Background: an optimization exercise with open tools, aiming at small area. Do not read the settings as production practice. RTL that was checked went through simulation tests only; none was proved equivalent to the original. No functional check of the RTL was part of runs 2 to 5. No activity file was given, so power comes from the tool's default toggle rates.

`design/flow/flow/run.sh`:
```
#!/bin/bash
# The standard layout (the standard.sh, standard synthesis included),
# with two changes: the buffer that placement puts on every input and output
# port is sky130_fd_sc_hd__buf_1, and clock tree synthesis adds no dummy
# loads, and its sink clusters and buffers are set below.
set -euo pipefail
cd "$(dirname "$0")/.."
cat >> config.mk <<'MK'
export BUFFER_PORTS_ARGS = -buffer_cell sky130_fd_sc_hd__buf_1
export CTS_ARGS = -sink_clustering_enable -repair_clock_nets -dont_use_dummy_load -sink_clustering_size 30 -buf_list {sky130_fd_sc_hd__clkbuf_4 sky130_fd_sc_hd__clkbuf_8}
MK
bash standard.sh finish > standard_flow.log 2>&1
```
`design/flow/standard.sh`:
```
#!/bin/bash
# synth_recipe.tcl (not shown) runs the flow's synth.tcl, then flattens the netlist and writes it again
# the make line also repeats each setting of config.mk as NAME=value (left out here)
make -C /OpenROAD-flow-scripts/flow DESIGN_CONFIG=/design/flow/config.mk WORK_HOME=/design/flow/orfs CLKGATE_MAP_FILE= SYNTH_SCRIPT=/design/flow/synth_recipe.tcl "${@:-finish}"
```
`design/flow/config.mk`:
```
export PLATFORM = sky130hd
export DESIGN_NAME = voice_filter
export DESIGN_NICKNAME = voice_filter
export VERILOG_FILES = /design/flow/design.v
export SDC_FILE = /design/flow/constraint.sdc
export NUM_CORES = 4
export LEC_CHECK = 0
export CAP_MARGIN = 20
export CORE_MARGIN = 2
export CORE_UTILIZATION = 40
export SLEW_MARGIN = 20
export BUFFER_PORTS_ARGS = -buffer_cell sky130_fd_sc_hd__buf_1
export CTS_ARGS = -sink_clustering_enable -repair_clock_nets -dont_use_dummy_load -sink_clustering_size 30 -buf_list {sky130_fd_sc_hd__clkbuf_4 sky130_fd_sc_hd__clkbuf_8}
```
`design/flow/constraint.sdc`:
```
create_clock -name core_clock -period 22.0 [get_ports {clk}]
set_input_delay 4.4000 -clock core_clock [delete_from_list [all_inputs] [get_ports {clk}]]
set_output_delay 4.4000 -clock core_clock [all_outputs]
set_load 0.01 [all_outputs]
```
`design/flow/design.v`:
```
module voice_filter (
    input  wire        clk,
    input  wire        rst,        
    input  wire        start,
    input  wire [31:0] x,
    input  wire        topo,       
    input  wire [1:0]  ftype,      
    input  wire [31:0] a0,
    input  wire [31:0] a1,
    input  wire [31:0] a2,
    input  wire [31:0] b1,
    input  wire [31:0] b2,
    input  wire [31:0] f1,
    input  wire [31:0] q,
    output reg         done,
    output wire [31:0] y
);
    reg [31:0] W0, W1, W2, W3, W4, W5;
    reg [2:0]  hs;
    reg        xsel, ysel;
    reg [5:0]  zf;
    reg [31:0] acc;                
    localparam [3:0] S_IDLE  = 4'd0,  S_MLOAD = 4'd1,  S_MIT   = 4'd2,
                     S_NORM  = 4'd3,  S_ROUND = 4'd4,  S_A0    = 4'd5,
                     S_SW1   = 4'd6,  S_SW2   = 4'd7,  S_A1    = 4'd8,
                     S_ALIGN = 4'd9,  S_LH    = 4'd10, S_WR    = 4'd11,
                     S_UPD0  = 4'd12, S_UPDX  = 4'd13;
    reg [3:0]  st;
    reg [3:0]  pc;                 
    reg [3:0]  cnt;                
    reg [2:0]  pend;               
    reg        swapped;
    reg [27:0] H;
    reg [26:0] L;
    reg signed [9:0] EH;
    reg [7:0]  EL;
    reg        SH, SL;
    reg        nanF, infF;         
    reg        zL, iL, nL;         
    localparam [1:0] K_MUL = 2'd0, K_ADD = 2'd1, K_LH = 2'd2;
    localparam [3:0] B_R = 4'd0, B_X = 4'd1, B_X1 = 4'd2, B_X2 = 4'd3,
                     B_Y1 = 4'd4, B_Y2 = 4'd5, B_LOW = 4'd6, B_BAND = 4'd7,
                     B_ACC = 4'd8, B_A0 = 4'd9, B_A1 = 4'd10, B_A2 = 4'd11,
                     B_B1 = 4'd12, B_B2 = 4'd13, B_F1 = 4'd14, B_Q = 4'd15;
    localparam [2:0] D_NONE = 3'd0, D_ACC = 3'd1, D_LOW = 3'd2,
                     D_BAND = 3'd3, D_Y1 = 3'd4;
    function [15:0] prog;
        input       tp;
        input [1:0] ft;
        input [3:0] p;
        begin
            prog = 16'd0;
            if (!tp) begin
                case (p)
                    4'd0: prog = {K_MUL, B_X,   B_A0, 2'b00, D_ACC,  1'b0};
                    4'd1: prog = {K_MUL, B_X1,  B_A1, 2'b00, D_NONE, 1'b0};
                    4'd2: prog = {K_ADD, B_ACC, B_A0, 2'b00, D_ACC,  1'b0};
                    4'd3: prog = {K_MUL, B_X2,  B_A2, 2'b00, D_NONE, 1'b0};
                    4'd4: prog = {K_ADD, B_ACC, B_A0, 2'b00, D_ACC,  1'b0};
                    4'd5: prog = {K_MUL, B_Y1,  B_B1, 2'b00, D_NONE, 1'b0};
                    4'd6: prog = {K_ADD, B_ACC, B_A0, 2'b01, D_ACC,  1'b0};
                    4'd7: prog = {K_MUL, B_Y2,  B_B2, 2'b00, D_NONE, 1'b0};
                    default: prog = {K_ADD, B_ACC, B_A0, 2'b01, D_Y1, 1'b1};
                endcase
            end else begin
                case (p)
                    4'd0: prog = {K_MUL, B_BAND, B_Q,  2'b00, D_ACC,  1'b0};
                    4'd1: prog = {K_MUL, B_BAND, B_F1, 2'b00, D_NONE, 1'b0};
                    4'd2: prog = {K_ADD, B_LOW,  B_A0, 2'b00, D_LOW,  1'b0};
                    4'd3: prog = {K_ADD, B_X,    B_A0, 2'b01, D_NONE, 1'b0};
                    4'd4: prog = {K_ADD, B_ACC,  B_A0, 2'b10, D_ACC,  1'b0};
                    4'd5: prog = {K_MUL, B_R,    B_F1, 2'b00, D_NONE, 1'b0};
                    4'd6: prog = {K_ADD, B_BAND, B_A0, 2'b00, D_BAND, ft == 2'd1};
                    default: prog = {K_LH, (ft == 2'd0) ? B_LOW : B_ACC, B_A0,
                                     2'b00, D_NONE, 1'b1};
                endcase
            end
        end
    endfunction
    wire [15:0] cur = prog(topo, ftype, pc);
    wire [15:0] nxt = prog(topo, ftype, pc + 4'd1);
    wire [1:0]  c_kind = cur[15:14];
    wire [3:0]  c_src  = cur[13:10];
    wire [3:0]  c_coef = cur[9:6];
    wire        c_negx = cur[5];
    wire        c_negy = cur[4];
    wire [2:0]  c_dest = cur[3:1];
    wire        c_last = cur[0];
    wire [3:0]  n_first = (nxt[15:14] == K_MUL) ? S_MLOAD :
                          (nxt[15:14] == K_ADD) ? S_A0 : S_LH;
    wire        e_ovf = !EH[9] && (EH[8:0] >= 9'd255);
    wire [31:0] R = nanF ? 32'h7FC00000 :
                    (infF || e_ovf) ? {SH, 8'hFF, 23'd0} :
                    {SH, H[26] ? EH[7:0] : 8'd0, H[25:3]};
    assign y = R;
    wire [3:0] bsel = (st == S_MIT) ? c_coef :
                      (st == S_UPDX) ? B_X :
                      (st == S_SW1 || st == S_WR || st == S_UPD0) ? B_R : c_src;
    reg  [2:0] rslot;
    always @(*) begin
        case (c_src)
            B_X2:   rslot = {2'b00, xsel};
            B_X1:   rslot = {2'b00, !xsel};
            B_Y2:   rslot = {2'b01, ysel};
            B_Y1:   rslot = {2'b01, !ysel};
            B_LOW:  rslot = 3'd4;
            default: rslot = 3'd5;
        endcase
    end
    wire       src_ring = (c_src >= B_X1) && (c_src <= B_BAND);
    wire       rdy = !src_ring || (hs == rslot);
    wire       head_zero = zf[hs];
    reg  [31:0] bus;
    always @(*) begin
        case (bsel)
            B_R:    bus = R;
            B_X:    bus = x;
            B_X1, B_X2, B_Y1, B_Y2, B_LOW, B_BAND:
                    bus = head_zero ? 32'd0 : W0;
            B_ACC:  bus = acc;
            B_A0:   bus = a0;
            B_A1:   bus = a1;
            B_A2:   bus = a2;
            B_B1:   bus = b1;
            B_B2:   bus = b2;
            B_F1:   bus = f1;
            default: bus = q;
        endcase
    end
    wire [7:0]  be    = bus[30:23];
    wire [22:0] bf    = bus[22:0];
    wire        bden  = (be == 8'd0);
    wire [23:0] bm    = {!bden, bf};
    wire [7:0]  bex   = bden ? 8'd1 : be;
    wire        bzero = bden && (bf == 23'd0);
    wire        binf  = (be == 8'hFF) && (bf == 23'd0);
    wire        bnan  = (be == 8'hFF) && (bf != 23'd0);
    wire        eff_sub = SH ^ SL;
    wire        addmode = (st == S_A1) || (st == S_ALIGN);
    wire        stk     = H[0] | (|L);
    wire        rnd     = H[2] & (H[1] | stk | H[3]);
    wire [28:0] p1 = (st == S_MIT) ? (L[3] ? {2'b00, bm, 3'b000} : 29'd0) :
                     addmode ? (eff_sub ? {1'b1, ~{1'b0, L}} : {2'b00, L}) :
                     (st == S_ROUND) ? {25'd0, rnd, 3'b000} : 29'd0;
    wire [28:0] p2 = (st == S_MIT && L[4]) ? {1'b0, bm, 4'b0000} : 29'd0;
    wire [28:0] sum = {1'b0, H} + p1 + p2 + {28'd0, addmode & eff_sub};
    wire signed [9:0] s_dn = 10'sd1 - EH;             
    wire [7:0]  d_al = EH[7:0] - EL;                  
    wire        sx = bus[31] ^ c_negx;
    wire        sy = SH ^ c_negy;
    wire        y_zero = (H[26:3] == 24'd0);
    wire        yinf   = infF || e_ovf;      
    wire [2:0]  dslot = (st == S_UPDX) ? {2'b00, xsel} :
                        (st == S_UPD0) ? {2'b01, ysel} :
                        (c_dest == D_LOW) ? 3'd4 : 3'd5;
    wire        wr    = ((st == S_WR) || (st == S_UPD0) || (st == S_UPDX)) && (hs == dslot);
    wire [31:0] tail  = wr ? bus : W0;
    reg        e_useh, e_useb;
    reg signed [9:0] e_k;
    always @(*) begin
        e_useh = 1'b1; e_useb = 1'b0; e_k = 10'sd0;
        case (st)
            S_MLOAD: begin e_useh = 1'b0; e_useb = 1'b1; e_k = -10'sd126; end
            S_MIT:   begin e_useb = 1'b1; end
            S_NORM:  begin
                if (H[27] || (EH < 10'sd1 && s_dn < 10'sd2)) e_k = 10'sd1;
                else if (EH < 10'sd1) e_k = 10'sd2;
                else if ((H[26:19] == 8'd0) && (EH > 10'sd8)) e_k = -10'sd8;
                else e_k = -10'sd1;
            end
            S_ROUND: e_k = 10'sd1;
            default: begin e_useh = 1'b0; e_useb = 1'b1; end
        endcase
    end
    wire signed [9:0] eadd = (e_useh ? EH : 10'sd0) + (e_useb ? $signed({2'b00, bex}) : 10'sd0) + e_k;
    reg fin;
    always @(*) begin
        fin = 1'b0;
        case (st)
            S_MIT:   fin = (cnt == 4'd11) && (nanF || infF);
            S_ROUND: fin = 1'b1;
            S_A0:    fin = rdy && (bnan || nanF || binf || yinf || bzero || y_zero);
            S_LH:    fin = rdy;
            default: fin = 1'b0;
        endcase
    end
    always @(posedge clk) begin
        W0 <= W1; W1 <= W2; W2 <= W3; W3 <= W4; W4 <= W5;
        W5 <= tail;
        hs <= (rst || hs >= 3'd5) ? 3'd0 : hs + 3'd1;
        if (rst) begin
            zf   <= 6'b111111;
            xsel <= 1'b0;
            ysel <= 1'b0;
        end else begin
            if (wr)
                zf[hs] <= 1'b0;
            if (wr && (st == S_UPDX))
                xsel <= !xsel;
            if (wr && (st == S_UPD0))
                ysel <= !ysel;
        end
        if (pend == D_ACC)  acc <= R;
        if (rst) begin
            st   <= S_IDLE;
            pend <= D_NONE;
            done <= 1'b0;
        end else begin
            done <= 1'b0;
            pend <= D_NONE;
            if (fin && (c_dest == D_ACC))
                pend <= D_ACC;
            if (fin && (c_dest == D_NONE || c_dest == D_ACC) && !c_last)
                pc <= pc + 4'd1;
            case (st)
                S_IDLE: if (start) begin
                    pc <= 4'd0;
                    st <= S_MLOAD;
                end
                S_MLOAD: if (rdy) begin
                    L   <= {bm, 3'b000};
                    EL  <= bex;
                    SL  <= bus[31];
                    zL  <= bzero;
                    iL  <= binf;
                    nL  <= bnan;
                    H   <= 28'd0;
                    EH  <= eadd;
                    cnt <= 4'd0;
                    st  <= S_MIT;
                end
                S_MIT: begin
                    if (cnt == 4'd0) begin
                        EH   <= eadd;
                        SH   <= SL ^ bus[31];
                        nanF <= nL || bnan || (iL && bzero) || (binf && zL);
                        infF <= iL || binf;
                    end
                    H   <= {1'b0, sum[28:2]};
                    L   <= {H[1:0], L[26:5], 3'b000};
                    cnt <= cnt + 4'd1;
                    if (cnt == 4'd11 && !(nanF || infF)) st <= S_NORM;
                end
                S_NORM: begin
                    if (H[27]) begin
                        H  <= {1'b0, H[27:1]};
                        L  <= {H[0], L[26:2], L[1] | L[0]};
                        EH <= eadd;
                    end else if (EH < 10'sd1) begin
                        if (s_dn >= 10'sd25) begin
                            H  <= 28'd0;
                            L  <= 27'd0;
                            EH <= 10'sd1;
                        end else if (s_dn >= 10'sd2) begin
                            H  <= {1'b0, sum[28:2]};
                            L  <= {H[1:0], L[26:5], L[4], L[3], |L[2:0]};
                            EH <= eadd;
                        end else begin
                            H  <= {1'b0, H[27:1]};
                            L  <= {H[0], L[26:2], L[1] | L[0]};
                            EH <= eadd;
                        end
                    end else if (!H[26] && (H != 28'd0) && (EH > 10'sd1)) begin
                        if ((H[26:19] == 8'd0) && (EH > 10'sd8)) begin
                            H  <= {H[19:0], L[26:19]};
                            L  <= {L[18:0], 8'd0};
                            EH <= eadd;
                        end else begin
                            H  <= {H[26:0], L[26]};
                            L  <= {L[25:0], 1'b0};
                            EH <= eadd;
                        end
                    end else begin
                        st <= S_ROUND;
                    end
                end
                S_ROUND: begin
                    if (sum[27]) begin
                        H  <= 28'h4000000;
                        EH <= eadd;
                    end else begin
                        H <= {sum[27:3], 3'b000};
                    end
                    L <= 27'd0;
                end
                S_A0: if (rdy) begin
                    nanF <= bnan || nanF || (binf && yinf && (sx != sy));
                    infF <= binf || yinf;
                    SH   <= sy;
                    if (!(bnan || nanF)) begin
                        if (binf || yinf) begin
                            SH <= binf ? sx : sy;
                        end else if (y_zero && bzero) begin
                            SH <= sx & sy;
                        end else if (y_zero) begin
                            H  <= {1'b0, bm, 3'b000};
                            EH <= eadd;
                            SH <= sx;
                        end else if (bzero) begin
                            SH <= sy;
                        end else if ($signed({2'b00, bex}) > EH) begin
                            swapped <= 1'b1;
                            st <= S_SW1;
                        end else begin
                            L  <= {bm, 3'b000};
                            EL <= bex;
                            SL <= sx;
                            swapped <= 1'b0;
                            st <= S_A1;
                        end
                    end
                end
                S_SW1: begin
                    L  <= {bm, 3'b000};
                    EL <= bex;
                    SL <= bus[31];
                    st <= S_SW2;
                end
                S_SW2: if (rdy) begin
                    H  <= {1'b0, bm, 3'b000};
                    EH <= eadd;
                    SH <= sx;
                    st <= S_A1;
                end
                S_A1: begin
                    if (eff_sub && (EH[7:0] == EL) && !swapped && sum[28]) begin
                        swapped <= 1'b1;
                        st <= S_SW1;
                    end else begin
                        st <= S_ALIGN;
                    end
                end
                S_ALIGN: begin
                    if (d_al >= 8'd26) begin
                        L  <= {26'd0, |L};
                        EL <= EH[7:0];
                    end else if (d_al >= 8'd2) begin
                        L  <= {H[1:0], L[26:5], L[4], L[3], |L[2:0]};
                        EL <= EL + 8'd2;
                    end else if (d_al == 8'd1) begin
                        L  <= {H[0], L[26:2], L[1] | L[0]};
                        EL <= EL + 8'd1;
                    end else begin
                        H <= sum[27:0];
                        L <= 27'd0;
                        if (sum[27:0] == 28'd0) SH <= 1'b0;
                        st <= S_NORM;
                    end
                end
                S_LH: if (rdy) begin
                    H    <= {1'b0, bm, 3'b000};
                    EH   <= eadd;
                    SH   <= bus[31];
                    nanF <= bnan;
                    infF <= binf;
                end
                S_WR: if (hs == dslot) begin
                    if (c_last) begin
                        st   <= S_IDLE;
                        done <= 1'b1;
                    end else begin
                        pc <= pc + 4'd1;
                        st <= n_first;
                    end
                end
                S_UPDX: if (hs == dslot) st <= S_UPD0;
                S_UPD0: if (hs == dslot) begin
                    st   <= S_IDLE;
                    done <= 1'b1;
                end
                default: ;
            endcase
            if (fin) begin
                if (c_dest == D_LOW || c_dest == D_BAND)
                    st <= S_WR;
                else if (c_dest == D_Y1)
                    st <= S_UPDX;
                else if (c_last) begin
                    st   <= S_IDLE;
                    done <= 1'b1;
                end else
                    st <= n_first;
            end
        end
    end
endmodule
```
==> impl_metrics.tcl, run 1 <==
set metrics [dict create \
    start_util_pct 40.42 \
    commonest_non_fill_non_tap_cell_in_the_layout "sky130_fd_sc_hd__nand2_1" \
    netlist_instances 2604 \
    worstHoldPathType "register to register" \
    rows 86 \
    dominantRegCellSynth "sky130_fd_sc_hd__dfxtp_1" \
    run_status "finished clean" \
    synth_register_bits 337 \
    yosys_warnings 1 \
    cts_buffers 59 \
    critical_path_arrival_ns 12.69 \
    final_period_minus_worst_setup_slack_ns 12.29 \
    fin_skew_ns 0.07644 \
    grt_pass1_wl_um 142500 \
    grt_max_degree 59 \
    post-dp-hpwl_um 72120 \
    num-nets-final 3203 \
    r2r_start "pc[0]" \
    setup.worst_path.end_class "register" \
    boundaryPins 295 \
    power_density_mw_per_mm2 159.0 \
    startpoint "topo" \
    path_clk_slew_ns 0.06 \
    clock_power_share_pct 12.3 \
    place_worst_setup_slack_ns 9.280 \
    required_ns 22.41 \
    ir_drop_mv 0.05925 \
    netlist_area_mm2 0.02222 \
    synthesis.area_per_instance_um2 8.534 \
    routed_length_per_instance_um 27.40 \
    fin_crit_sh_pct 55.85 \
    ctsResizeCount 0 \
    clock_tree.buffer_depth 3 \
    accumulated_negative_setup_slack_ns 0 \
    synth.yosys.seq_area_share_pct 35.81 \
    post_cts_buffers 0 \
    number_of_distinct_library_cell_variants_in_the_gate_level_netlist_after_synthesis 105 \
    regToRegEndpoint "H[23]" \
    rsz_0062_raised_after_global_routing "false" \
    timing.slew.headroom_pct 25.04 \
    core_area_mm2 0.05499 \
    drv_slew 0 \
    worst-setup-path-type "primary input to register" \
    overall_track_demand_over_capacity_in_global_routing_pct 33.10 \
    die_x_um 239.7 \
    fmax_ghz 0.08138 \
    dr_total_vias 22960 \
    pwr-share-comb_pct 62.5 \
    number_of_synthesized_flops_with_an_enable_pin 121 \
    firstDrtPassIters 9 \
    die_y_um 239.7 \
    final_cell_mix "sky130_fd_sc_hd__nand2_1, sky130_fd_sc_hd__buf_1, sky130_fd_sc_hd__dfxtp_1" \
    clk-insertion-delay-late_ns 0.68 \
    post-route-util_pct 45.25 \
    internal_power_summed_over_all_cells_mw 1.849 \
    timing.final.setup_violations 0 \
    worstSetupStartpointType "primary input" \
    cts_tree "yes" \
    r2r_slack_ns 12.64 \
    endpoint "H[23]" \
    grt_antenna_before_repair 7 \
    routed_via_density 6.412 \
    netSwitchingPower_mw 2.107 \
    flow.area_growth_from_synthesis_pct 11.96 \
    max_cap_violations 0 \
    leakage_nw 9.660 \
    holdBufCountCts 0 \
    die_outline_area_mm2 0.05746 \
    clock_tree.root_cell "sky130_fd_sc_hd__clkbuf_8" \
    p_total_mw 3.956 \
    mapped_nets 2974 \
    tightestPinTransition_ns 1.124 \
    fillCellCount 5453 \
    totalWireLength_um 98110 \
    synthArstFlopShare_pct 0 \
    number_of_cells_traversed_by_the_worst_register_to_register_path 28 \
    sequential_share_of_power_pct 25.2 \
    switching_share_pct 53.26 \
    grt_pass1_vias 21550 \
    final_critical_path_setup_slack_ns 9.713 \
    drt_iter0_drc 2998 \
    numPortBuffers 294 \
    timing.final.hold_violations 0 \
    place.gp.congestion 0.9635 \
    cp_max_fo 48 \
    grt_remaining_overflow 0 \
    drt.antenna.violating_nets 0 \
    clock_tree_sinks 337 \
    layout-drive-gt1-share_pct 7.277 \
    htree_num_levels 2 \
    drc_violations_left 0 \
]
==> kinds of logic after synthesis <==
| family | after synthesis | synth area share, % |
|---|---|---|
| AO/OA/AOI/OAI | 853 | 26.58 |
| AND/OR/NAND/NOR | 837 | 18.06 |
| adder cells (fa/ha/maj) | 108 | 7.297 |
| multiplexers | 72 | 3.423 |
| XOR/XNOR | 84 | 3.311 |
| buffers and inverters | 313 | 5.518 |
| flip-flops | 337 | 35.81 |
==> sequential cells by signal (all words and copies together), names as in the netlist, 3 cells and up, named ones only <==
register	flops
zf	6
W1	32
pc	4
EL	8
L	27
acc	32
cnt	4
st	4
W3	32
hs	3
W4	32
W2	32
EH	10
H	28
W5	32
W0	32
==> power groups by stage <==
stage	Clock, mW	Sequential [mW]	Combinational, mW
detailed placement	0	1.00	2.38
global route	0.514	1.01	2.63
floorplan	0	0.860	1.64
finish	0.486	0.998	2.47
global placement	0	0.998	2.35
CTS	0.489	0.989	2.39
==> Yosys cell counts, drive strengths merged, types with 36 or more instances <==
cell | number | share of area (%)
clkbuf | 142 | 2.4
a222oi | 38 | 1.7
fa | 36 | 3.2
a21oi | 181 | 4.1
o21ai | 192 | 4.3
edfxtp | 121 | 16
ha | 72 | 4.1
and3 | 43 | 1.2
nor3 | 50 | 1.1
dfxtp | 216 | 19
o21a | 42 | 1.4
a22oi | 49 | 1.7
a31oi | 36 | 1.1
xnor2 | 50 | 2.0
nand3 | 64 | 1.5
mux2i | 58 | 2.6
nand2 | 310 | 5.3
nor2 | 187 | 3.2
inv | 120 | 2.0
buf | 49 | 1.1
==> how the worst min path moves through the flow <==
stage | startpoint | depth (start not counted) | slack [ns] | end
final | W3[8] | 0 | 0.27 | W2[8]
after global routing | W5[8] | 0 | 0.29 | W4[8]
after CTS | W5[8] | 0 | 0.27 | W4[8]
after detailed placement | W1[0] | 0 | 0.31 | W0[0]
after global placement | W1[16] | 0 | 0.31 | W0[16]
after floorplan | W1[0] | 0 | 0.31 | W0[0]
==> metal layers <==
layer | global-route usage, % | vias to the layer above | share of wire, %
met5 | 0 | - | 0.058
met4 | 14.66 | 8 | 4.7
met3 | 6.569 | 227 | 10
met2 | 51.64 | 1484 | 44
met1 | 44.28 | 11170 | 41
li1 | - | 10070 | -
==> worst max-delay path, stage by stage <==
cell	delay, ns
sky130_fd_sc_hd__buf_1	0.65
sky130_fd_sc_hd__nor2_1	0.30
sky130_fd_sc_hd__nand2_1	0.22
sky130_fd_sc_hd__o31a_1	0.31
sky130_fd_sc_hd__a41o_2	0.62
sky130_fd_sc_hd__buf_4	0.57
sky130_fd_sc_hd__nand2_1	0.31
sky130_fd_sc_hd__a21oi_1	0.23
sky130_fd_sc_hd__a211oi_1	0.07
sky130_fd_sc_hd__a21oi_1	0.62
sky130_fd_sc_hd__nand2_1	0.11
sky130_fd_sc_hd__o21ai_0	0.12
sky130_fd_sc_hd__fa_1	0.46
sky130_fd_sc_hd__ha_1	0.32
sky130_fd_sc_hd__o21ai_0	0.13
sky130_fd_sc_hd__a21boi_0	0.13
sky130_fd_sc_hd__o21ai_0	0.25
sky130_fd_sc_hd__a21oi_1	0.13
sky130_fd_sc_hd__o21a_1	0.22
sky130_fd_sc_hd__nor2_1	0.14
sky130_fd_sc_hd__a21oi_1	0.12
sky130_fd_sc_hd__a41o_1	0.33
sky130_fd_sc_hd__o211a_1	0.26
sky130_fd_sc_hd__or4_1	0.56
sky130_fd_sc_hd__nand4_1	0.20
sky130_fd_sc_hd__nand2_1	0.40
sky130_fd_sc_hd__a221o_1	0.47
==> cell type report <==
| cell class | count | area [um2] | share of cell area [%] |
|---|---|---|---|
| Multi-Input combinational cell | 1954 | 13120 | 52.73 |
| Tap cell | 748 | 935.9 | 3.761 |
| Timing Repair Buffer | 359 | 1592 | 6.396 |
| Antenna cell | 2 | 5.005 | 0.02011 |
| Sequential cell | 337 | 7959 | 31.99 |
| Inverter | 122 | 457.9 | 1.840 |
| Clock buffer | 59 | 812.0 | 3.264 |
==> per-stage QoR <==
step	std cells	hold slack (ns)	area (um2)
global route	3580	0.2923	24880
global placement	3519	0.3102	24060
detailed placement	3520	0.3121	24060
CTS	3579	0.2748	24880
floorplan	2604	0.3096	22220
finish	3581	0.2738	24880
==> run 2: changes to the inputs <==
--- a/design/flow/design.v
+++ b/design/flow/design.v
@@ -24,7 +24,7 @@
                      S_NORM  = 4'd3,  S_ROUND = 4'd4,  S_A0    = 4'd5,
                      S_SW1   = 4'd6,  S_SW2   = 4'd7,  S_A1    = 4'd8,
                      S_ALIGN = 4'd9,  S_LH    = 4'd10, S_WR    = 4'd11,
-                     S_UPD0  = 4'd12, S_UPDX  = 4'd13;
+                     S_UPD0  = 4'd12;
     reg [3:0]  st;
     reg [3:0]  pc;                 
     reg [3:0]  cnt;                
@@ -93,9 +93,7 @@
                     (infF || e_ovf) ? {SH, 8'hFF, 23'd0} :
                     {SH, H[26] ? EH[7:0] : 8'd0, H[25:3]};
     assign y = R;
-    wire [3:0] bsel = (st == S_MIT) ? c_coef :
-                      (st == S_UPDX) ? B_X :
-                      (st == S_SW1 || st == S_WR || st == S_UPD0) ? B_R : c_src;
+    wire [3:0] bsel = (st == S_MIT) ? c_coef : (st == S_SW1) ? B_R : c_src;
     reg  [2:0] rslot;
     always @(*) begin
         case (c_src)
@@ -150,11 +148,11 @@
     wire        sy = SH ^ c_negy;
     wire        y_zero = (H[26:3] == 24'd0);
     wire        yinf   = infF || e_ovf;      
-    wire [2:0]  dslot = (st == S_UPDX) ? {2'b00, xsel} :
-                        (st == S_UPD0) ? {2'b01, ysel} :
+    wire [2:0]  dslot = (st == S_UPD0) ? {2'b01, ysel} :
                         (c_dest == D_LOW) ? 3'd4 : 3'd5;
-    wire        wr    = ((st == S_WR) || (st == S_UPD0) || (st == S_UPDX)) && (hs == dslot);
-    wire [31:0] tail  = wr ? bus : W0;
+    wire        wr_r  = ((st == S_WR) || (st == S_UPD0)) && (hs == dslot);
+    wire        wr_x  = (st == S_MLOAD) && rdy && (c_src == B_X2);
+    wire [31:0] tail  = wr_r ? R : wr_x ? x : W0;
     reg        e_useh, e_useb;
     reg signed [9:0] e_k;
     always @(*) begin
@@ -193,11 +191,11 @@
             xsel <= 1'b0;
             ysel <= 1'b0;
         end else begin
-            if (wr)
+            if (wr_r || wr_x)
                 zf[hs] <= 1'b0;
-            if (wr && (st == S_UPDX))
+            if (wr_x)
                 xsel <= !xsel;
-            if (wr && (st == S_UPD0))
+            if (wr_r && (st == S_UPD0))
                 ysel <= !ysel;
         end
         if (pend == D_ACC)  acc <= R;
@@ -252,7 +250,7 @@
                             L  <= 27'd0;
                             EH <= 10'sd1;
                         end else if (s_dn >= 10'sd2) begin
-                            H  <= {1'b0, sum[28:2]};
+                            H  <= {2'b00, H[27:2]};
                             L  <= {H[1:0], L[26:5], L[4], L[3], |L[2:0]};
                             EH <= eadd;
                         end else begin
@@ -363,7 +361,6 @@
                         st <= n_first;
                     end
                 end
-                S_UPDX: if (hs == dslot) st <= S_UPD0;
                 S_UPD0: if (hs == dslot) begin
                     st   <= S_IDLE;
                     done <= 1'b1;
@@ -374,7 +371,7 @@
                 if (c_dest == D_LOW || c_dest == D_BAND)
                     st <= S_WR;
                 else if (c_dest == D_Y1)
-                    st <= S_UPDX;
+                    st <= S_UPD0;
                 else if (c_last) begin
                     st   <= S_IDLE;
                     done <= 1'b1;
--- a/design/flow/flow/run.sh
+++ b/design/flow/flow/run.sh
@@ -2,7 +2,7 @@
 # The standard layout (the standard.sh, standard synthesis included),
 # with two changes: the buffer that placement puts on every input and output
 # port is sky130_fd_sc_hd__buf_1, and clock tree synthesis adds no dummy
-# loads, and its sink clusters and buffers are set below.
+# loads.
 set -euo pipefail
 cd "$(dirname "$0")/.."
 cat >> config.mk <<'MK'
==> run 2 against run 1 <==
Register-to-register slack lost 0.91 ns. Design area is 1.7% higher. Critical endpoint is now H[9]. First-iteration DRC count down 1.7%. Critical path type unchanged. Maximum frequency down 5.7%. Via count increased by 1.9%.
==> impl_metrics.tcl, run 2 <==
set metrics [dict create \
    run_status "finished clean" \
    cp_max_fo 30 \
    critical_path_arrival_ns 13.43 \
    number_of_synthesized_flops_with_an_enable_pin 121 \
    layout-drive-gt1-share_pct 8.165 \
    post-route-util_pct 45.84 \
    cpMaxStageDelayCell "sky130_fd_sc_hd__a32oi_1" \
    clock_tree_sinks 337 \
    clock_power_share_pct 13.0 \
    die_y_um 240.5 \
    accumulated_negative_setup_slack_ns 0 \
    switching_share_pct 51.60 \
    finalHoldWorstSlack_ns 0.2896 \
    placed_cells 3554 \
    synth_top_area_share_pct 19.33 \
    core_area_mm2 0.05520 \
    path_clk_slew_ns 0.06 \
    die_outline_area_mm2 0.05782 \
    final_period_minus_worst_setup_slack_ns 13.03 \
    start_util_pct 40.52 \
    boundaryPins 295 \
    timing.slew.headroom_pct 18.97 \
    netlist.top_cell.by_area "sky130_fd_sc_hd__dfxtp_1" \
    max_cap_violations 0 \
    synth.yosys.seq_area_share_pct 35.58 \
    holdBufCountCts 0 \
    fin_skew_ns 0.08477 \
    multiInputGateArea_mm2 0.01330 \
    setup.worst_path.end_class "register" \
    numPortBuffers 294 \
    fin_crit_sh_pct 59.22 \
    rows 86 \
    worstHoldPathType "register to register" \
    grt_remaining_overflow 0 \
    dominantRegCellSynth "sky130_fd_sc_hd__dfxtp_1" \
    cts_tree "yes" \
    firstDrtPassIters 6 \
    post_synth_and_or_nand_nor_area_fraction_pct 16.61 \
    ir_drop_mv 0.06544 \
    synthArstFlopShare_pct 0 \
    power_density_mw_per_mm2 146.9 \
    synth.mux.area_fraction_pct 5.611 \
    post_synth_main_area_contributors "sky130_fd_sc_hd__dfxtp_1, sky130_fd_sc_hd__edfxtp_1, sky130_fd_sc_hd__mux2i_1" \
    internal_power_summed_over_all_cells_mw 1.799 \
    ctsResizeCount 0 \
    critical_path_buf_inv_count 3 \
    dr_total_vias 23390 \
    drv_slew 0 \
    clock_tree.root_cell "sky130_fd_sc_hd__clkbuf_8" \
    number_of_distinct_library_cell_variants_in_the_gate_level_netlist_after_synthesis 100 \
    routed_length_per_instance_um 29.77 \
    crit_family "compound AO/OA/AOI/OAI gates" \
    grt_antenna_before_repair 5 \
    cts_buffers 60 \
    clock_tree.buffer_depth 3 \
    sequential_share_of_power_pct 26.3 \
    register_area_mm2 0.007958 \
    overall_track_demand_over_capacity_in_global_routing_pct 36.51 \
    htree_num_levels 2 \
    post_synth_fa_ha_maj_area_fraction_pct 7.250 \
    tightestPinTransition_ns 1.216 \
    post-synth-top-count-cell "sky130_fd_sc_hd__nand2_1" \
    netlist_area_mm2 0.02237 \
    worst-setup-path-type "primary input to register" \
    synth_commonest_cells "sky130_fd_sc_hd__nand2_1, sky130_fd_sc_hd__a21oi_1, sky130_fd_sc_hd__nor2_1, sky130_fd_sc_hd__dfxtp_1, sky130_fd_sc_hd__o21ai_0" \
    totalWireLength_um 107700 \
    routed_via_density 6.467 \
    final_cell_mix "sky130_fd_sc_hd__buf_1, sky130_fd_sc_hd__nand2_1, sky130_fd_sc_hd__a21oi_1" \
    fmax_ghz 0.07676 \
    synth_register_bits 337 \
    post_cts_buffers 0 \
    combinational_family_with_the_most_area_after_synthesis "compound AO/OA/AOI/OAI gates" \
    postLayoutCellArea_mm2 0.02531 \
    die_x_um 240.5 \
    flow.area_growth_from_synthesis_pct 13.15 \
    fillCellCount 5449 \
    final_cell_count_no_fill 3617 \
    critical_path_max_stage_delay_ns 0.88 \
    netlist_instances 2598 \
    rsz_0062_raised_after_global_routing "false" \
    commonest_non_fill_non_tap_cell_in_the_layout "sky130_fd_sc_hd__buf_1" \
    mapped_nets 2968 \
    leakage_nw 9.774 \
    clk-insertion-delay-late_ns 0.71 \
    dpl-instance-area_mm2 0.02447 \
    yosys_warnings 1 \
    grt_pass1_vias 21920 \
    synthesis.area_per_instance_um2 8.609 \
    place.gp.congestion 1.010 \
    worstSetupStartpointType "primary input" \
    grt_pass1_wl_um 153700 \
    drt_iter0_drc 2946 \
    grt_max_degree 67 \
    required_ns 22.40 \
    timing.critical_path.mode_cell "sky130_fd_sc_hd__nand2_1" \
    netSwitchingPower_mw 1.918 \
    pwr-share-comb_pct 60.6 \
    post-dp-hpwl_um 81180 \
    timing.final.hold_violations 0 \
    num-nets-final 3238 \
    drt.antenna.violating_nets 0 \
    drc_violations_left 0 \
    synth-xor-area-share_pct 3.485 \
    timing.final.setup_violations 0 \
    synth_compound_gate_area_share_pct 25.90 \
]
-- run 2: cell count changes after synthesis, moves of 23 or more --
cell and change:
sky130_fd_sc_hd__nand2_1 -60, sky130_fd_sc_hd__mux2i_1 +55, sky130_fd_sc_hd__a21oi_1 +40, sky130_fd_sc_hd__nor2_1 +33
sky130_fd_sc_hd__o21ai_0 -25, sky130_fd_sc_hd__clkbuf_1 -23
-- run 2: routing by layer --
metal,vias to the layer above,part of all wire (%),global-route usage (%)
li1,10140,-,-
met1,11430,41,48.80
met2,1518,44,56.33
met3,300,9.8,7.302
met4,2,5.4,17.50
met5,-,0.0074,0
-- run 2: through the flow --
step                      worst slack (ns)  total power, mW
after floorplan                      11.13            2.323
after global placement               8.625            3.142
after detailed placement             8.468            3.165
after CTS                            9.096            3.658
after global routing                 8.551            3.903
final                                8.972            3.717
-- run 2: layout make-up --
class                           instances  area share, %
Antenna cell                            3        0.02967
Sequential cell                       337          31.45
Tap cell                              748          3.698
Multi-Input combinational cell       1951          52.56
Inverter                              135          2.002
Clock buffer                           60          3.263
Timing Repair Buffer                  383          7.001
-- run 2: power groups by stage --
stage	sequential [mW]	clock (mW)	combinational, mW
floorplan	0.871	0	1.45
global route	0.991	0.518	2.39
detailed placement	0.986	0	2.18
finish	0.979	0.485	2.25
CTS	0.974	0.495	2.19
global placement	0.984	0	2.16
-- run 2: cell families after synthesis --
group / after synthesis
buffers and inverters: 310
adders and majority gates: 108
AOI/OAI and AO/OA: 840
muxes: 123
xor gates and xnor gates: 89
and+or+nand+nor: 791
DFF: 337
-- run 2: worst paths after layout --
check	slack [ns]	depth (start not counted)	to	startpoint
setup / recovery	8.97	30	H[9]	topo
hold reg to reg	0.29	0	W2[16]	W3[16]
hold / removal	0.29	0	W2[16]	W3[16]
setup reg to reg	11.73	30	H[9]	pc[0]
==> run 3: changes to the inputs <==
--- a/design/flow/flow/run.sh
+++ b/design/flow/flow/run.sh
@@ -7,6 +7,6 @@
 cd "$(dirname "$0")/.."
 cat >> config.mk <<'MK'
 export BUFFER_PORTS_ARGS = -buffer_cell sky130_fd_sc_hd__buf_1
-export CTS_ARGS = -sink_clustering_enable -repair_clock_nets -dont_use_dummy_load -sink_clustering_size 30 -buf_list {sky130_fd_sc_hd__clkbuf_4 sky130_fd_sc_hd__clkbuf_8}
+export CTS_ARGS = -sink_clustering_enable -repair_clock_nets -dont_use_dummy_load
 MK
 bash standard.sh finish > standard_flow.log 2>&1
--- a/design/flow/config.mk
+++ b/design/flow/config.mk
@@ -10,4 +10,4 @@
 export CORE_UTILIZATION = 40
 export SLEW_MARGIN = 20
 export BUFFER_PORTS_ARGS = -buffer_cell sky130_fd_sc_hd__buf_1
-export CTS_ARGS = -sink_clustering_enable -repair_clock_nets -dont_use_dummy_load -sink_clustering_size 30 -buf_list {sky130_fd_sc_hd__clkbuf_4 sky130_fd_sc_hd__clkbuf_8}
+export CTS_ARGS = -sink_clustering_enable -repair_clock_nets -dont_use_dummy_load
==> run 3 against run 2 <==
Synthesized area did not move. Register-to-register slack gained 0.02 ns. Critical path depth unchanged. Sequential share of layout area is 0.18 points lower. Worst setup slack lost 0.059 ns. Core utilization is 0.26 points higher. Design area grew 0.56%. First-iteration DRC count up 0.61%. Sequential power barely moved. Hold slack gained 0.017 ns. Routed wire length down 0.24%. Critical path type unchanged.
==> impl_metrics.tcl, run 3 <==
set metrics [dict create \
    run_status "finished clean" \
    core_area_mm2 0.05520 \
    worstHoldPathType "register to register" \
    die_x_um 240.5 \
    ir_drop_mv 0.06980 \
    synthArstFlopShare_pct 0 \
    critical_path_arrival_ns 13.40 \
    fin_skew_ns 0.03786 \
    clock_tree.buffer_depth 3 \
    flow.area_growth_from_synthesis_pct 13.78 \
    clk-insertion-delay-late_ns 0.58 \
    numPortBuffers 294 \
    worstSetupStartpointType "primary input" \
    final_period_minus_worst_setup_slack_ns 13.09 \
    drv_slew 0 \
    timing.critical_path.mode_cell "sky130_fd_sc_hd__nand2_1" \
    grt_remaining_overflow 0 \
    dominantRegCellSynth "sky130_fd_sc_hd__dfxtp_1" \
    layout-drive-gt1-share_pct 7.487 \
    timing.slew.headroom_pct 21.02 \
    antenna-diode-count 0 \
    worst-setup-path-type "primary input to register" \
    post-route-util_pct 46.10 \
    netlist.top_cell.by_area "sky130_fd_sc_hd__dfxtp_1" \
    cp_max_fo 30 \
    routed_length_per_instance_um 29.90 \
    rows 86 \
    path_clk_slew_ns 0.06 \
    timing.final.hold_violations 0 \
    synth.mux.area_fraction_pct 5.611 \
    final_critical_path_setup_slack_ns 8.913 \
    cpMaxStageDelayCell "sky130_fd_sc_hd__a32oi_1" \
    power_density_mw_per_mm2 149.1 \
    synth.yosys.seq_area_share_pct 35.58 \
    multiInputGateArea_mm2 0.01330 \
    synth_register_bits 337 \
    yosys_warnings 1 \
    htree_num_levels 2 \
    post_cts_buffers 0 \
    finalHoldWorstSlack_ns 0.3062 \
    clock_power_share_pct 14.8 \
    grt_pass1_wl_um 153300 \
    max_cap_violations 0 \
    place_worst_setup_slack_ns 8.468 \
    netlist_instances 2598 \
    post_synth_main_area_contributors "sky130_fd_sc_hd__dfxtp_1, sky130_fd_sc_hd__edfxtp_1, sky130_fd_sc_hd__mux2i_1" \
    rsz_0062_raised_after_global_routing "false" \
    grt_antenna_before_repair 3 \
    number_of_distinct_library_cell_variants_in_the_gate_level_netlist_after_synthesis 100 \
    totalWireLength_um 107400 \
    routed_via_density 6.451 \
    switching_share_pct 50.67 \
    post_synth_and_or_nand_nor_area_fraction_pct 16.61 \
    synthesis.area_per_instance_um2 8.609 \
    internal_power_summed_over_all_cells_mw 1.871 \
    fin_crit_sh_pct 59.49 \
    leakage_nw 9.824 \
    netlist_area_mm2 0.02237 \
    tightestPinTransition_ns 1.179 \
    cts_tree "yes" \
    timing.final.setup_violations 0 \
    fmax_ghz 0.07641 \
    overall_track_demand_over_capacity_in_global_routing_pct 36.42 \
    pwr-share-comb_pct 59.3 \
    firstDrtPassIters 7 \
    num-nets-final 3217 \
    die_y_um 240.5 \
    required_ns 22.31 \
    mapped_nets 2968 \
    post-dp-hpwl_um 81180 \
    grt_max_degree 67 \
    drt_iter0_drc 2964 \
    boundaryPins 295 \
    post_synth_fa_ha_maj_area_fraction_pct 7.250 \
    fillCellCount 5407 \
    sequential_share_of_power_pct 25.8 \
    dpl-instance-area_mm2 0.02447 \
    number_of_synthesized_flops_with_an_enable_pin 121 \
    synth_compound_gate_area_share_pct 25.90 \
    postLayoutCellArea_mm2 0.02545 \
    final_cell_mix "sky130_fd_sc_hd__buf_1, sky130_fd_sc_hd__nand2_1, sky130_fd_sc_hd__a21oi_1" \
    final_cell_count_no_fill 3593 \
    start_util_pct 40.52 \
    critical_path_max_stage_delay_ns 0.87 \
    synth_commonest_cells "sky130_fd_sc_hd__nand2_1, sky130_fd_sc_hd__a21oi_1, sky130_fd_sc_hd__nor2_1, sky130_fd_sc_hd__dfxtp_1, sky130_fd_sc_hd__o21ai_0" \
    ctsResizeCount 0 \
    accumulated_negative_setup_slack_ns 0 \
    synth_top_area_share_pct 19.33 \
    combinational_family_with_the_most_area_after_synthesis "compound AO/OA/AOI/OAI gates" \
    grt_pass1_vias 21720 \
    placed_cells 3554 \
    holdBufCountCts 0 \
    cts_buffers 39 \
    commonest_non_fill_non_tap_cell_in_the_layout "sky130_fd_sc_hd__buf_1" \
    drc_violations_left 0 \
    clock_tree_sinks 337 \
    register_area_mm2 0.007958 \
    dr_total_vias 23180 \
    post-synth-top-count-cell "sky130_fd_sc_hd__nand2_1" \
    setup.worst_path.end_class "register" \
    p_total_mw 3.793 \
    die_outline_area_mm2 0.05782 \
    clock_tree.root_cell "sky130_fd_sc_hd__clkbuf_16" \
    netSwitchingPower_mw 1.922 \
    drt.antenna.violating_nets 0 \
    place.gp.congestion 1.010 \
    synth-xor-area-share_pct 3.485 \
]
[run 3: cell counts after synthesis]
Identical to the previous run, type by type.
[run 3: cells by family (layout without fill, tap and decap cells)]
group,count (synthesis),after routing
buffers and inverters,310,557
AND/OR/NAND/NOR,791,791
flip-flops,337,337
AO/OA/AOI/OAI,840,840
XOR/XNOR,89,89
adder cells (fa/ha/maj),108,108
multiplexers,123,123
[run 3: layer usage]
metal	vias to the layer above	GRT usage, %	wire length, um
li1	10100	-	-
met1	11350	49.27	44110
met2	1434	56.41	47720
met3	288	5.982	9914
met4	4	17.50	5670
met5	-	0	25
[run 3: final cells by class]
| type | instances | area share (%) |
|---|---|---|
| flip-flops and latches | 337 | 31.27 |
| repair buffers | 383 | 6.962 |
| multi-input cells | 1951 | 52.26 |
| well taps | 748 | 3.678 |
| clock buffers | 39 | 3.835 |
| inverters | 135 | 1.991 |
[run 3: worst max-delay path, delay by kind of cell]
| kind | cells | cell delay (ns) |
|---|---|---|
| xor gates and xnor gates | 1 | 0.21 |
| adders and majority gates | 2 | 0.54 |
| and+or+nand+nor | 6 | 1.33 |
| buffers and inverters | 3 | 0.79 |
| AOI/OAI and AO/OA | 18 | 6.06 |
[run 3: path summary, 6_finish.rpt]
check,to,startpoint,cells past startpoint,slack (ns)
hold / removal,W2[16],W3[16],0,0.31
hold reg to reg,W2[16],W3[16],0,0.31
setup reg to reg,H[9],pc[0],30,11.75
setup / recovery,H[9],topo,30,8.91
[run 3: power groups by stage]
stage / registers, mW / clock network (mW) / logic, mW
global route: 0.992 / 0.591 / 2.39
detailed placement: 0.986 / 0 / 2.18
CTS: 0.974 / 0.571 / 2.19
finish: 0.980 / 0.563 / 2.25
global placement: 0.984 / 0 / 2.16
floorplan: 0.871 / 0 / 1.45
==> run 4: changes to the inputs <==
--- a/design/flow/flow/run.sh
+++ b/design/flow/flow/run.sh
@@ -7,6 +7,6 @@
 cd "$(dirname "$0")/.."
 cat >> config.mk <<'MK'
 export BUFFER_PORTS_ARGS = -buffer_cell sky130_fd_sc_hd__buf_1
-export CTS_ARGS = -sink_clustering_enable -repair_clock_nets -dont_use_dummy_load
+export CTS_ARGS = -sink_clustering_enable -repair_clock_nets -dont_use_dummy_load -sink_clustering_size 22 -sink_clustering_max_diameter 150 -buf_list {sky130_fd_sc_hd__clkbuf_16}
 MK
 bash standard.sh finish > standard_flow.log 2>&1
--- a/design/flow/config.mk
+++ b/design/flow/config.mk
@@ -10,4 +10,4 @@
 export CORE_UTILIZATION = 40
 export SLEW_MARGIN = 20
 export BUFFER_PORTS_ARGS = -buffer_cell sky130_fd_sc_hd__buf_1
-export CTS_ARGS = -sink_clustering_enable -repair_clock_nets -dont_use_dummy_load
+export CTS_ARGS = -sink_clustering_enable -repair_clock_nets -dont_use_dummy_load -sink_clustering_size 22 -sink_clustering_max_diameter 150 -buf_list {sky130_fd_sc_hd__clkbuf_16}
==> run 4 against run 3 <==
Routed wire length fell by 0.67%. Global-route usage decreased by 0.37 points. Combinational power is essentially flat. Core utilization decreased by 0.91 points. Critical path type unchanged. First-iteration DRC count grew 3.9%. Critical path depth did not move. Synthesized area stayed put. Sequential share of layout area up 0.63 points. Still clean. Via count down 0.61%.
==> impl_metrics.tcl, run 4 <==
set metrics [dict create \
    post-dp-hpwl_um 81180 \
    clk-insertion-delay-late_ns 0.58 \
    start_util_pct 40.52 \
    grt_pass1_vias 21570 \
    synthArstFlopShare_pct 0 \
    drt.antenna.violating_nets 0 \
    worstSetupStartpointType "primary input" \
    drc_violations_left 0 \
    met2_usage_pct 56.33 \
    synth.yosys.seq_area_share_pct 35.58 \
    r2r_start "pc[0]" \
    path_clk_slew_ns 0.10 \
    startpoint "topo" \
    number_of_distinct_library_cell_variants_in_the_gate_level_netlist_after_synthesis 100 \
    worst-setup-path-type "primary input to register" \
    place.gp.congestion 1.010 \
    synth.mux.area_fraction_pct 5.611 \
    grt_antenna_before_repair 2 \
    fin_crit_sh_pct 59.61 \
    grt_max_degree 67 \
    grt_util_met3_pct 5.270 \
    die_outline_area_mm2 0.05782 \
    antenna-diode-count 0 \
    required_ns 22.27 \
    r2r_slack_ns 11.70 \
    cp_max_fo 30 \
    totalWireLength_um 106700 \
    yosys_warnings 1 \
    fmax_ghz 0.07625 \
    setup.worst_path.end_class "register" \
    fin_skew_ns 0.09404 \
    regToRegEndpoint "H[9]" \
    firstDrtPassIters 9 \
    netlist_area_mm2 0.02237 \
    run_status "finished clean" \
    clock_tree.root_cell "sky130_fd_sc_hd__clkbuf_16" \
    htree_num_levels 1 \
    synth_top_area_share_pct 19.33 \
    holdBufCountCts 0 \
    rows 86 \
    routed_length_per_instance_um 29.87 \
    core_area_mm2 0.05520 \
    number_of_cells_traversed_by_the_worst_register_to_register_path 30 \
    critical_path_arrival_ns 13.39 \
    critical_path_buf_inv_count 3 \
    synth_register_bits 337 \
    flow.area_growth_from_synthesis_pct 11.55 \
    boundaryPins 295 \
    die_x_um 240.5 \
    cts_buffers 19 \
    final_period_minus_worst_setup_slack_ns 13.11 \
    finalHoldWorstSlack_ns 0.2889 \
    ctsResizeCount 0 \
    netlist.top_cell.by_area "sky130_fd_sc_hd__dfxtp_1" \
    final_cell_mix "sky130_fd_sc_hd__buf_1, sky130_fd_sc_hd__nand2_1, sky130_fd_sc_hd__a21oi_1" \
    path_depth 30 \
    num-nets-final 3197 \
    final_cell_count_no_fill 3573 \
    die_y_um 240.5 \
    worstHoldPathType "register to register" \
    timing.critical_path.mode_cell "sky130_fd_sc_hd__nand2_1" \
    met1_grt_util_pct 49.41 \
    drv_slew 0 \
    tightestPinTransition_ns 1.215 \
    rsz_0062_raised_after_global_routing "false" \
    synth-xor-area-share_pct 3.485 \
    post-synth-top-count-cell "sky130_fd_sc_hd__nand2_1" \
    post_synth_fa_ha_maj_area_fraction_pct 7.250 \
    mapped_nets 2968 \
    synthesis.area_per_instance_um2 8.609 \
    dr_total_vias 23040 \
    leakage_nw 9.577 \
    timing.slew.headroom_pct 18.64 \
    power_density_mw_per_mm2 144.2 \
    layout-drive-gt1-share_pct 6.832 \
    combinational_family_with_the_most_area_after_synthesis "compound AO/OA/AOI/OAI gates" \
    dominantRegCellSynth "sky130_fd_sc_hd__dfxtp_1" \
    post_synth_main_area_contributors "sky130_fd_sc_hd__dfxtp_1, sky130_fd_sc_hd__edfxtp_1, sky130_fd_sc_hd__mux2i_1" \
    busiest_layer "met2" \
    post_cts_buffers 0 \
    critical_path_max_stage_delay_ns 0.86 \
    clock_tree_sinks 337 \
    number_of_synthesized_flops_with_an_enable_pin 121 \
    synth_commonest_cells "sky130_fd_sc_hd__nand2_1, sky130_fd_sc_hd__a21oi_1, sky130_fd_sc_hd__nor2_1, sky130_fd_sc_hd__dfxtp_1, sky130_fd_sc_hd__o21ai_0" \
    timing.final.setup_violations 0 \
    post_synth_and_or_nand_nor_area_fraction_pct 16.61 \
    cts_tree "yes" \
    drt_iter0_drc 3081 \
    clock_tree.buffer_depth 3 \
    endpoint "H[9]" \
    timing.final.hold_violations 0 \
    numPortBuffers 294 \
    commonest_non_fill_non_tap_cell_in_the_layout "sky130_fd_sc_hd__buf_1" \
    cpMaxStageDelayCell "sky130_fd_sc_hd__a32oi_1" \
    accumulated_negative_setup_slack_ns 0 \
    synth_compound_gate_area_share_pct 25.90 \
    overall_track_demand_over_capacity_in_global_routing_pct 36.05 \
    placed_cells 3554 \
    grt_remaining_overflow 0 \
    routed_via_density 6.447 \
    crit_family "compound AO/OA/AOI/OAI gates" \
    max_cap_violations 0 \
    grt_pass1_wl_um 152300 \
    netlist_instances 2598 \
    ir_drop_mv 0.06484 \
]
==> run 4: per-layer routing <==
layer,wire length (um),vias to the layer above
li1,-,10070
met1,44600,11310
met2,47540,1401
met3,9037,249
met4,5534,2
met5,12,-
==> run 4: power breakdown <==
part	leakage, nW	internal (mW)	switching (mW)
Sequential	2.88	0.813	0.164
Combinational	6.46	0.746	1.51
Clock	0.234	0.155	0.212
Total	9.58	1.71	1.88
==> run 4: layout make-up <==
class | instances | area, um2
fill | 5454 | 30250
multi-input combinational | 1951 | 13300
sequential | 337 | 7958
timing repair buffer | 383 | 1772
tap | 748 | 935.9
inverter | 135 | 506.7
clock buffer | 19 | 475.5
==> run 4: cell families after synthesis <==
family	Yosys count
compound gates	840
simple gates	791
flops	337
buf+inv	310
mux	123
fa+ha+maj	108
xor+xnor	89
==> run 4: per-stage QoR <==
step | setup slack (ns) | power [mW] | utilization (%) | instance area (um2)
after floorplan | 11.13 | 2.323 | - | 22370
after global placement | 8.625 | 3.142 | 44.33 | 24470
after detailed placement | 8.468 | 3.165 | 44.33 | 24470
after CTS | 8.957 | 3.532 | 45.19 | 24940
after global routing | 8.420 | 3.771 | 45.19 | 24950
final | 8.885 | 3.596 | 45.19 | 24950
==> run 4: worst min path at each step <==
stage	startpoint	to	slack (ns)	cells past startpoint
floorplan	W1[0]	W0[0]	0.31	0
global placement	W3[25]	W2[25]	0.31	0
detailed placement	W4[19]	W3[19]	0.31	0
CTS	W4[14]	W3[14]	0.29	0
global route	W4[14]	W3[14]	0.30	0
finish	W2[8]	W1[8]	0.29	0
==> run 5: changes to the inputs <==
==> design/flow/flow/run.sh (replaced) <==
#!/bin/bash
# The standard layout (the standard.sh, standard synthesis included),
# with two changes: the buffer that placement puts on every input and output
# port is sky130_fd_sc_hd__buf_1, and clock tree synthesis adds no dummy
# loads.
set -euo pipefail
cd "$(dirname "$0")/.."
cat >> config.mk <<'MK'
export BUFFER_PORTS_ARGS = -buffer_cell sky130_fd_sc_hd__buf_1
export CTS_ARGS = -sink_clustering_enable -repair_clock_nets -dont_use_dummy_load -sink_clustering_size 13 -sink_clustering_max_diameter 120 -buf_list {sky130_fd_sc_hd__clkbuf_8}
MK
bash standard.sh finish > standard_flow.log 2>&1
--- a/design/flow/config.mk
+++ b/design/flow/config.mk
@@ -10,4 +10,4 @@
 export CORE_UTILIZATION = 40
 export SLEW_MARGIN = 20
 export BUFFER_PORTS_ARGS = -buffer_cell sky130_fd_sc_hd__buf_1
-export CTS_ARGS = -sink_clustering_enable -repair_clock_nets -dont_use_dummy_load -sink_clustering_size 22 -sink_clustering_max_diameter 150 -buf_list {sky130_fd_sc_hd__clkbuf_16}
+export CTS_ARGS = -sink_clustering_enable -repair_clock_nets -dont_use_dummy_load -sink_clustering_size 13 -sink_clustering_max_diameter 120 -buf_list {sky130_fd_sc_hd__clkbuf_8}
==> run 5 against run 4 <==
Hold slack worse by 0.0043 ns. Final cell count grew 0.36%. First-iteration DRC count is 0.88% higher. Largest power group unchanged. Combinational power hardly changed. Sequential power hardly changed. Register-to-register slack about the same.
==> impl_metrics.tcl, run 5 <==
set metrics [dict create \
    run_status "finished clean" \
    setup.worst_path.end_class "register" \
    drv_slew 0 \
    core_area_mm2 0.05520 \
    dr_total_vias 23280 \
    regToRegEndpoint "H[6]" \
    tightestPinTransition_ns 1.215 \
    fmax_ghz 0.07689 \
    switching_share_pct 52.91 \
    accumulated_negative_setup_slack_ns 0 \
    netlist_instances 2598 \
    combinational_family_with_the_most_area_after_synthesis "compound AO/OA/AOI/OAI gates" \
    num-nets-final 3208 \
    ctsResizeCount 0 \
    critical_path_max_stage_delay_ns 0.86 \
    routed_length_per_instance_um 29.92 \
    internal_power_summed_over_all_cells_mw 1.680 \
    timing.final.setup_violations 0 \
    flow.area_growth_from_synthesis_pct 11.29 \
    number_of_cells_traversed_by_the_worst_register_to_register_path 30 \
    final_period_minus_worst_setup_slack_ns 13.00 \
    synth.yosys.seq_area_share_pct 35.58 \
    synthesis.area_per_instance_um2 8.609 \
    r2r_start "pc[0]" \
    cts_buffers 30 \
    number_of_synthesized_flops_with_an_enable_pin 121 \
    place.gp.congestion 1.010 \
    overall_track_demand_over_capacity_in_global_routing_pct 36.26 \
    clock_tree.root_cell "sky130_fd_sc_hd__clkbuf_8" \
    worstHoldPathType "register to register" \
    synth_commonest_cells "sky130_fd_sc_hd__nand2_1, sky130_fd_sc_hd__a21oi_1, sky130_fd_sc_hd__nor2_1, sky130_fd_sc_hd__dfxtp_1, sky130_fd_sc_hd__o21ai_0" \
    start_util_pct 40.52 \
    fin_crit_sh_pct 59.11 \
    max_cap_violations 0 \
    number_of_distinct_library_cell_variants_in_the_gate_level_netlist_after_synthesis 100 \
    clock_tree_sinks 337 \
    path_clk_slew_ns 0.11 \
    commonest_non_fill_non_tap_cell_in_the_layout "sky130_fd_sc_hd__buf_1" \
    critical_path_arrival_ns 13.39 \
    sequential_share_of_power_pct 27.4 \
    clock_tree.buffer_depth 3 \
    boundaryPins 295 \
    worst-setup-path-type "primary input to register" \
    netlist.top_cell.by_area "sky130_fd_sc_hd__dfxtp_1" \
    power_density_mw_per_mm2 143.4 \
    ir_drop_mv 0.06144 \
    routed_via_density 6.493 \
    fin_skew_ns 0.06412 \
    die_y_um 240.5 \
    synth_top_area_share_pct 19.33 \
    yosys_warnings 1 \
    clock_power_share_pct 9.5 \
    pwr-share-comb_pct 63.1 \
    synth-xor-area-share_pct 3.485 \
    grt_pass1_vias 21660 \
    synthArstFlopShare_pct 0 \
    post_cts_buffers 0 \
    post-synth-top-count-cell "sky130_fd_sc_hd__nand2_1" \
    firstDrtPassIters 10 \
    grt_antenna_before_repair 4 \
    post_synth_and_or_nand_nor_area_fraction_pct 16.61 \
    timing.critical_path.mode_cell "sky130_fd_sc_hd__nand2_1" \
    synth_register_bits 337 \
    cts_tree "yes" \
    netSwitchingPower_mw 1.888 \
    totalWireLength_um 107300 \
    startpoint "topo" \
    final_cell_mix "sky130_fd_sc_hd__buf_1, sky130_fd_sc_hd__nand2_1, sky130_fd_sc_hd__a21oi_1" \
    leakage_nw 9.559 \
    post_synth_fa_ha_maj_area_fraction_pct 7.250 \
    r2r_slack_ns 11.71 \
    drt_iter0_drc 3108 \
    synth_compound_gate_area_share_pct 25.90 \
    mapped_nets 2968 \
    layout-drive-gt1-share_pct 7.193 \
    cp_max_fo 30 \
    drt.antenna.violating_nets 0 \
    rsz_0062_raised_after_global_routing "false" \
    endpoint "H[6]" \
    post-route-util_pct 45.09 \
    dominantRegCellSynth "sky130_fd_sc_hd__dfxtp_1" \
    required_ns 22.39 \
    rows 86 \
    clk-insertion-delay-late_ns 0.68 \
    post-dp-hpwl_um 81180 \
    grt_pass1_wl_um 153200 \
    cpMaxStageDelayCell "sky130_fd_sc_hd__a32oi_1" \
    die_outline_area_mm2 0.05782 \
    netlist_area_mm2 0.02237 \
    grt_max_degree 67 \
    post_synth_main_area_contributors "sky130_fd_sc_hd__dfxtp_1, sky130_fd_sc_hd__edfxtp_1, sky130_fd_sc_hd__mux2i_1" \
    die_x_um 240.5 \
    drc_violations_left 0 \
    synth.mux.area_fraction_pct 5.611 \
    holdBufCountCts 0 \
    finalHoldWorstSlack_ns 0.2846 \
    worstSetupStartpointType "primary input" \
    numPortBuffers 294 \
    timing.slew.headroom_pct 19.00 \
    htree_num_levels 1 \
    timing.final.hold_violations 0 \
    grt_remaining_overflow 0 \
]
[run 5: cell type report]
class,instances,area [um2]
timing repair buffer,383,1772
fill,5484,30310
sequential,337,7958
tap,748,935.9
antenna,2,5.005
inverter,135,506.7
multi-input combinational,1951,13300
clock buffer,30,412.9
[run 5: logic make-up after synthesis]
| group | after synthesis |
|---|---|
| adders and majority gates | 108 |
| DFF | 337 |
| AOI/OAI and AO/OA | 840 |
| buffers and inverters | 310 |
| and+or+nand+nor | 791 |
| muxes | 123 |
| xor gates and xnor gates | 89 |
[run 5: stage by stage]
step | instance area (um2) | cells | total power, mW | setup WS [ns]
after floorplan | 22370 | 2598 | 2.323 | 11.13
after global routing | 24890 | 3585 | 3.747 | 8.573
after detailed placement | 24470 | 3554 | 3.165 | 8.468
after CTS | 24880 | 3584 | 3.509 | 9.104
final | 24890 | 3586 | 3.569 | 8.995
after global placement | 24470 | 3554 | 3.142 | 8.625
[run 5: power by group through the flow]
stage | registers (mW) | clock network [mW] | logic (mW)
after global routing | 0.990 | 0.366 | 2.39
after floorplan | 0.871 | 0 | 1.45
after global placement | 0.984 | 0 | 2.16
final | 0.978 | 0.340 | 2.25
after detailed placement | 0.986 | 0 | 2.18
after CTS | 0.972 | 0.348 | 2.19
[run 5: worst min path at each step]
stage                     startpoint  slack, ns  cells past startpoint      to
after floorplan                W1[0]       0.31                      0   W0[0]
after global placement        W3[25]       0.31                      0  W2[25]
after detailed placement      W4[19]       0.31                      0  W3[19]
after CTS                     W3[16]       0.29                      0  W2[16]
after global routing          W3[16]       0.30                      0  W2[16]
final                         W3[16]       0.28                      0  W2[16]
[run 5: per-layer routing]
| metal | routed length [um] | track usage, % |
|---|---|---|
| met2 | 47710 | 56.60 |
| met1 | 44890 | 49.77 |
| met5 | 0 | 0 |
| met4 | 5732 | 15.98 |
| met3 | 8941 | 5.132 |
[run 5: worst max-delay path: cells and delay by family]
family                   cells  cell delay (ns)
XOR/XNOR                     1             0.21
AND/OR/NAND/NOR              6             1.33
AO/OA/AOI/OAI               18             6.03
buffers and inverters        3             0.81
adder cells (fa/ha/maj)      2             0.54

-- separate check: timing with driven ports --
The flow's constraints put no driver on any port. The routed layouts listed below were extracted and timed again, unchanged, in two steps.
Step 1 sets driving cells, clkbuf_16 on the clock port and buf_2 on the other inputs (assumed; they add their load-dependent delay and slew).
Step 2 moves the port delays by t, midway between the first and last clock arrival at a register: inputs arrive t later, outputs are due t later. That takes back most of the time a late clock gives input paths.
Slacks: ideal ports / drivers / drivers and shift; pairs: ideal ports / drivers.
| run | shift t [ns] | setup slack, ns | hold slack, ns |
|---|---|---|---|
| run 1 | 0.703 | 9.713 / 9.702 / 8.999 | 0.274 / 0.274 / 0.274 |
| run 2 | 0.734 | 8.972 / 9.014 / 8.279 | 0.290 / 0.290 / 0.290 |
| run 3 | 0.625 | 8.913 / 8.955 / 8.330 | 0.306 / 0.306 / 0.306 |
| run 4 | 0.589 | 8.885 / 8.924 / 8.335 | 0.289 / 0.289 / 0.289 |
| run 5 | 0.714 | 8.995 / 9.041 / 8.327 | 0.285 / 0.285 / 0.285 |
After both steps setup and hold are still met in every run listed. The setup slack of run 1, which loses most, moves by -0.011 ns with the drivers and by -0.714 ns with both steps.
